Background: an optimization exercise with open tools, aiming at small area, a short achievable clock period and few clock cycles. Do not read the settings as production practice.

job 6767:
==> flow/design.v <==
module ook_rx (
    input  wire          clk,
    input  wire          rst,
    input  wire          c_valid,
    output wire          c_ready,
    input  wire [17:0]   c_word,
    input  wire          f_pop,
    output wire          f_avail,
    output wire [6:0]    f_len,
    output wire [47:0]   f_payload,
    input  wire [2:0]    r_num,
    output reg  [31:0]   r_data
);
    localparam integer W       = 2;
    localparam integer G       = 300;
    localparam integer THR_NUM = 1;
    localparam integer THR_DEN = 20;
    localparam integer MINGAP  = 1;
    localparam integer PERIOD  = 2;
    localparam integer NMAX    = 96;
    localparam integer LMAX    = NMAX - W + 1;    
    localparam integer P   = 8;                   
    localparam integer SW  = 17;                  
    localparam integer NBV = 57;                  
    localparam integer K0    = 3;
    localparam integer K     = 3;
    localparam integer NC    = 5;           
    localparam integer NSTEP = K0 + K * NC;       
    localparam [1:0] OP_NOP = 2'd0, OP_SAMPLE = 2'd1, OP_LAST = 2'd2, OP_END = 2'd3;
    reg              busy;
    reg  [6:0]       cnt;        
    reg  [6:0]       lw;         
    reg  [15:0]      sreg;       
    reg  [23:0]      tsum;       
    reg  [3:0]       dcyc;       
    reg  [6:0]       rr;         
    reg              aligned;
    reg  [6:0]       acnt;       
    reg              sa;         
    reg  [3:0]       ga;
    reg  [6:0]       rema;       
    reg              sb;         
    reg  [3:0]       gb;
    reg  [P-1:0]     cr;         
    reg              tail;
    reg              mkp;        
    reg              lpar;       
    reg  [6:0]       uc;         
    reg  [6:0]       nb;         
    reg  [NBV-1:0]   bv;         
    reg  [2:0]       dofs;       
    reg  [2:0]       dropn;      
    reg              fq_valid;
    wire [1:0]  op   = c_word[17:16];
    wire [15:0] d    = c_word[15:0];
    wire        full = (cnt == NMAX);
    assign c_ready = (op == OP_NOP) || (!busy && (op == OP_END || !full));
    wire fire      = c_valid && c_ready;
    wire do_sample = fire && (op == OP_SAMPLE || op == OP_LAST);
    wire do_close  = fire && (op == OP_LAST || op == OP_END);
    wire do_sw     = do_sample && (cnt != 0);        
    wire [SW-1:0] s_new = sreg + d;
    wire [6:0]  lw_cl  = lw + (do_sw ? 7'd1 : 7'd0);   
    wire c_step10 = (lw == 7'd0) || (lw == 7'd12) || (lw == 7'd25) || (lw == 7'd38) ||
                    (lw == 7'd51) || (lw == 7'd64) || (lw == 7'd77) || (lw == 7'd90);
    wire [SW-1:0] head [0:P-1];
    wire          alg_step = busy && !aligned;
    genvar gj;
    generate
        for (gj = 0; gj < P; gj = gj + 1) begin : g_lane
            localparam integer DEP   = (LMAX - 1 - gj) / P + 1;
            localparam integer KLAST = (DEP - 1) * P + gj;
            reg  [SW-1:0] sl [0:DEP-1];
            wire en = (do_sw && lw[2:0] == gj) || sa ||
                      (alg_step && acnt <= KLAST);
            integer e;
            always @(posedge clk) begin
                if (en) begin
                    for (e = 0; e < DEP - 1; e = e + 1)
                        sl[e] <= sl[e+1];
                    sl[DEP-1] <= s_new;
                end
            end
            assign head[gj] = sl[0];
        end
    endgenerate
    function [7:0] dstep;             
        input [6:0] r;
        input       b;
        input [6:0] l;
        reg   [8:0] df;
        reg   [7:0] t;
        begin
            t  = {r, b};
            df = {1'b0, t} - {2'b0, l};
            dstep = df[8] ? {t[6:0], 1'b0} : {df[6:0], 1'b1};
        end
    endfunction
    reg [6:0]  d1_r;  reg [23:0] d1_q;
    reg [6:0]  dk_r;  reg [23:0] dk_q;
    reg [7:0]  dst;
    integer si;
    always @(*) begin
        d1_r = tsum >> NSTEP;
        d1_q = tsum << (24 - NSTEP);
        for (si = 0; si < K0; si = si + 1) begin
            dst  = dstep(d1_r, d1_q[23], lw);
            d1_r = dst[7:1];
            d1_q = {d1_q[22:0], dst[0]};
        end
        dk_r = rr;
        dk_q = tsum;
        for (si = 0; si < K; si = si + 1) begin
            dst  = dstep(dk_r, dk_q[23], lw);
            dk_r = dst[7:1];
            dk_q = {dk_q[22:0], dst[0]};
        end
    end
    wire [17:0] qt = tsum[17:0];
    wire [6:0] kba = {ga, 3'b000};
    function gtc;
        input [17:0] a;
        input [17:0] b;
        integer i;
        reg c;
        begin
            c = 1'b0;
            for (i = 0; i < 18; i = i + 1)
                c = (a[i] & ~b[i]) | ((a[i] | ~b[i]) & c);
            gtc = c;
        end
    endfunction
    reg  [P-1:0] cand;
    integer ja;
    always @(*)
        for (ja = 0; ja < P; ja = ja + 1)
            cand[ja] = gtc({1'b0, head[ja]}, qt) && (rema > ja);
    wire last_ga = (rema <= P);
    wire        t_clr    = sa && last_ga;
    wire [23:0] tsum_acc = (t_clr ? 24'd0 : tsum) + {7'd0, s_new} + (c_step10 ? 24'd10 : 24'd11);
    reg  [P-1:0] mk;
    reg          pv;           
    reg          lpe;          
    reg  [1:0]   ut;           
    reg  [5:0]   w;            
    reg          any;
    reg  [2:0]   olast;
    reg          pm;
    integer jb, ip;
    always @(*) begin
        pv    = mkp;
        lpe   = lpar;
        ut    = 2'b00;
        w     = 6'd0;
        any   = 1'b0;
        olast = 3'd0;
        for (ip = 0; ip < P / 2; ip = ip + 1) begin
            jb = 2 * ip;
            if (gb == 4'd0 && jb == 0)
                mk[jb] = 1'b1;               
            else
                mk[jb] = cr[jb] && !pv;
            if (mk[jb]) lpe = 1'b0;
            pv = mk[jb];
            jb = 2 * ip + 1;
            mk[jb] = cr[jb] && !pv;
            if (mk[jb] && !lpe) ut = {ut[0], 1'b1};
            if (mk[jb]) lpe = 1'b1;
            pv = mk[jb];
            pm = (mk[2*ip] && !(gb == 4'd0 && ip == 0)) || mk[2*ip+1];
            if (pm) begin
                any = 1'b1;
                case (ut)
                    2'b00: begin w[ip]     = 1'b1; olast = ip;     end
                    2'b01: begin w[ip + 1] = 1'b1; olast = ip + 1; end
                    default: begin w[ip + 2] = 1'b1; olast = ip + 2; end
                endcase
            end
        end
    end
    wire [6:0]  base1 = {1'b0, gb, 2'b00} + uc - {1'b0, dofs, 3'b000};    
    wire [12:0] wsh   = {7'd0, w} << base1[2:0];
    wire [3:0]  bci   = base1[6:3];
    reg  [63:0] bset;
    integer c;
    always @(*) begin
        bset = 64'd0;
        for (c = 0; c < 8; c = c + 1) begin
            if (bci == c)
                bset[8*c +: 8] = bset[8*c +: 8] | wsh[7:0];
            if (bci + 4'd1 == c)
                bset[8*c +: 8] = bset[8*c +: 8] | {3'b0, wsh[12:8]};
        end
    end
    reg  last_gb;
    wire [NBV-1:0] bv_nx = !sb ? bv : ((gb == 4'd0 ? {NBV{1'b0}} : bv) | bset[NBV-1:0]);
    wire [6:0]     nb_nx = (sb && any) ? base1 + {4'd0, olast} : nb;
    wire [7:0] hbyte  = bv[8:1];
    wire [2:0] len_e  = (hbyte[7:4] != 4'd0 || hbyte[3:1] == 3'd7) ? 3'd7 : hbyte[3:1];
    wire       hdr_ok = (nb >= 7'd8);
    wire       fr_ok  = ({1'b0, nb} >= {1'b0, len_e, 3'b000} + 8'd8);
    wire       p_act  = !fq_valid && dropn == 3'd0 && hdr_ok;
    wire       p_zero = p_act && (len_e == 3'd0);
    wire       p_emit = p_act && !p_zero && fr_ok;
    wire       p_drop = p_zero || dropn != 3'd0;
    wire       done   = tail && !p_drop && !p_emit && !fq_valid;
    always @(posedge clk) begin
        if (rst) begin
            busy     <= 1'b0;
            cnt      <= 7'd0;
            lw       <= 7'd0;
            tsum     <= 24'd0;
            dcyc     <= 4'd0;
            aligned  <= 1'b1;
            sa       <= 1'b0;
            sb       <= 1'b0;
            tail     <= 1'b0;
            fq_valid <= 1'b0;
            nb       <= 7'd0;
            dofs     <= 3'd0;
            dropn    <= 3'd0;
        end else begin
            if (p_emit)
                fq_valid <= 1'b1;
            if (f_pop && fq_valid) begin
                fq_valid <= 1'b0;
                dropn    <= len_e + 3'd1;
            end
            if (do_sample) begin
                sreg <= d;
                cnt  <= cnt + 7'd1;
            end
            if (do_sw) begin
                lw   <= lw + 7'd1;
                tsum <= tsum_acc;
            end
            if (do_close) begin
                if (lw_cl == 7'd0) begin
                    cnt  <= 7'd0;
                    lw   <= 7'd0;
                end else begin
                    busy    <= 1'b1;
                    dcyc    <= NC + 1;
                    aligned <= (lw_cl == LMAX);
                    acnt    <= lw_cl;
                end
            end
            if (busy && dcyc != 4'd0) begin
                if (dcyc == NC + 1) begin
                    rr   <= d1_r;
                    tsum <= d1_q;
                end else begin
                    rr   <= dk_r;
                    tsum <= dk_q;
                end
                dcyc <= dcyc - 4'd1;
            end
            if (alg_step) begin
                acnt <= acnt + P;
                if (acnt + P >= LMAX)
                    aligned <= 1'b1;
            end
            if (busy && !sa && !sb && !tail && dcyc == 4'd0 && aligned && !fq_valid) begin
                sa   <= 1'b1;
                ga   <= 4'd0;
                rema <= lw;
                if (lw <= 2 * P) begin
                    busy <= 1'b0;
                    cnt  <= 7'd0;
                    lw   <= 7'd0;
                end
            end
            if (sa) begin
                cr   <= cand;
                ga   <= ga + 4'd1;
                rema <= rema - P;
                if (rema > 2 * P && rema <= 3 * P) begin
                    busy <= 1'b0;
                    cnt  <= 7'd0;
                    lw   <= 7'd0;
                end
                if (last_ga) begin
                    sa   <= 1'b0;
                    if (!do_sw)
                        tsum <= 24'd0;
                end
            end
            sb <= sa;
            gb <= ga;
            last_gb <= last_ga;
            if (sb) begin
                mkp  <= mk[P-1];
                lpar <= lpe;
                uc   <= uc + {5'd0, ut[1], ut[0] & !ut[1]};
                if (last_gb)
                    tail <= 1'b1;
            end
            bv <= p_drop ? {8'd0, bv_nx[NBV-1:8]} : bv_nx;
            nb <= p_drop ? nb_nx - 7'd8 : nb_nx;
            if (p_drop) begin
                dofs <= dofs + 3'd1;
                if (dropn != 3'd0)
                    dropn <= dropn - 3'd1;
            end
            if (busy && !sa && !sb && !tail && dcyc == 4'd0 && aligned && !fq_valid) begin
                nb   <= 7'd0;         
                dofs <= 3'd0;
            end
            if (sa && ga == 4'd0) begin
                mkp  <= 1'b1;
                lpar <= 1'b0;
                uc   <= 7'd0;
            end
            if (done)
                tail <= 1'b0;
        end
    end
    reg [47:0] pay;
    integer fi;
    always @(*)
        for (fi = 0; fi < 6; fi = fi + 1)
            pay[8*fi +: 8] = (fi < len_e) ? bv[8*fi+9 +: 8] : 8'd0;
    assign f_avail   = fq_valid;
    assign f_len     = fq_valid ? {4'd0, len_e} : 7'd0;
    assign f_payload = fq_valid ? pay : 48'd0;
    wire [31:0] status = {10'd0, 17'd0, 1'b1, full, fq_valid, fq_valid, busy};
    wire r2 = r_num[2], r1 = r_num[1], r0 = r_num[0];
    wire hi = r2 & r1;                        
    always @(*) begin
        r_data = 32'd0;
        r_data[0] = (~r0 & (r2 ^ r1))  | (hi & (r0 ? cnt[0] : busy));
        r_data[1] = (~r1 & ~(r2 ^ r0)) | (hi & (r0 ? cnt[1] : fq_valid));
        r_data[2] = (~r2 & r0)         | (hi & (r0 ? cnt[2] : fq_valid));
        r_data[3] = (~r2 & ~r1 & r0)   | (hi & (r0 ? cnt[3] : full));
        r_data[4] = (r1 & (r2 ^ r0))   | (hi & r0 & cnt[4]);
        r_data[5] = (~r2 & ~r1 & r0)   | (hi & r0 & cnt[5]);
        r_data[6] =                      (hi & r0 & cnt[6]);
        r_data[8] = (~r2 & ~r1 & r0);
    end
endmodule
==> flow/config.mk <==
export PLATFORM = sky130hd
export DESIGN_NAME = ook_rx
export DESIGN_NICKNAME = ook_rx
export VERILOG_FILES = /design/flow/design.v
export SDC_FILE = /design/flow/constraint.sdc
export NUM_CORES = 4
export LEC_CHECK = 0
export CAP_MARGIN = 20
export CORE_MARGIN = 2
export CORE_UTILIZATION = 40
export CTS_BUF_LIST = sky130_fd_sc_hd__clkbuf_16
export CTS_CLUSTER_DIAMETER = 80
export CTS_CLUSTER_SIZE = 30
export PLACE_DENSITY = 0.6
export SLEW_MARGIN = 20
==> flow/constraint.sdc <==
create_clock -name core_clock -period 15.0 [get_ports {clk}]
set_input_delay 3.0000 -clock core_clock [delete_from_list [all_inputs] [get_ports {clk}]]
set_output_delay 3.0000 -clock core_clock [all_outputs]
set_load 0.01 [all_outputs]
standard.sh (not shown) runs the stock make flow with config.mk's settings and CLKGATE_MAP_FILE= SYNTH_SCRIPT=/design/flow/synth_recipe.tcl, a recipe that flattens the netlist after the stock synthesis.
==> flow/flow/run.sh <==
#!/bin/bash
# Standard layout, with timing repair aimed below the clock period: repair
# works until every path has SETUP_SLACK_MARGIN of slack, and ports get
# ordinary buffers instead of the delay cells buffer_ports picks by default.
set -euo pipefail
bash standard.sh \
  SETUP_SLACK_MARGIN=8.6 \
  "BUFFER_PORTS_ARGS=-buffer_cell sky130_fd_sc_hd__buf_4" \
  finish > standard.log 2>&1
Here is what was changed in the inputs of job 6168 compared with job 6767.
--- a/flow/design.v
+++ b/flow/design.v
@@ -323,18 +323,11 @@
     assign f_avail   = fq_valid;
     assign f_len     = fq_valid ? {4'd0, len_e} : 7'd0;
     assign f_payload = fq_valid ? pay : 48'd0;
     wire [31:0] status = {10'd0, 17'd0, 1'b1, full, fq_valid, fq_valid, busy};
-    wire r2 = r_num[2], r1 = r_num[1], r0 = r_num[0];
-    wire hi = r2 & r1;                        
+    reg  [31:0] rd_lo, rd_hi;
     always @(*) begin
-        r_data = 32'd0;
-        r_data[0] = (~r0 & (r2 ^ r1))  | (hi & (r0 ? cnt[0] : busy));
-        r_data[1] = (~r1 & ~(r2 ^ r0)) | (hi & (r0 ? cnt[1] : fq_valid));
-        r_data[2] = (~r2 & r0)         | (hi & (r0 ? cnt[2] : fq_valid));
-        r_data[3] = (~r2 & ~r1 & r0)   | (hi & (r0 ? cnt[3] : full));
-        r_data[4] = (r1 & (r2 ^ r0))   | (hi & r0 & cnt[4]);
-        r_data[5] = (~r2 & ~r1 & r0)   | (hi & r0 & cnt[5]);
-        r_data[6] =                      (hi & r0 & cnt[6]);
-        r_data[8] = (~r2 & ~r1 & r0);
+        rd_lo  = r_num[1] ? (r_num[0] ? THR_DEN : THR_NUM) : (r_num[0] ? G : W);
+        rd_hi  = r_num[1] ? (r_num[0] ? {25'd0, cnt} : status) : (r_num[0] ? PERIOD : MINGAP);
+        r_data = r_num[2] ? rd_hi : rd_lo;
     end
 endmodule
Results
- Job 6168 completed end to end; final checks failed (capacitance limit, slew limit).
- As far as global-route track usage on met3 is concerned, job 6168 and job 6767 perform about the same.
- The x dimension of the die was comparable across job 6767 and job 6168.
- On worst setup slack: job 6168 sits above job 6767.
- Diff job 6767 -> job 6168 | number of library cell types mapped by synthesis | down by more than 10%
- Register-to-register setup slack on job 6168 is ahead of job 6767.
No run of this note included a check of the RTL's function; only the layout flow was run.

## afterwards: timing with drivers on the ports
The flow's constraints put no driver on any port. The routed layouts listed below were extracted and timed again, unchanged, in two steps. Step 1 sets driving cells, clkbuf_16 on the clock port and buf_2 on the other inputs (assumed; they add their load-dependent delay and slew). Step 2 also shifts input and output timing later by t, the mid clock arrival at the registers, as if the neighbouring blocks saw the same clock. Three values: ideal, step 1, step 2; two values: the first two.
run	t (ns)	setup WS [ns]	slew at the worst register clock pin (ns)	worst data-port slew with drivers (ns)	pins driven straight from the clock port
job 6767	0.778	8.063 / 8.104 / 7.326	0.11 / 0.11	0.15	1
job 6168	0.779	8.120 / 8.154 / 7.375	0.11 / 0.11	0.15	1
The setup slack of job 6168, which loses most, moves by +0.034 ns with the drivers and by -0.745 ns with both steps.
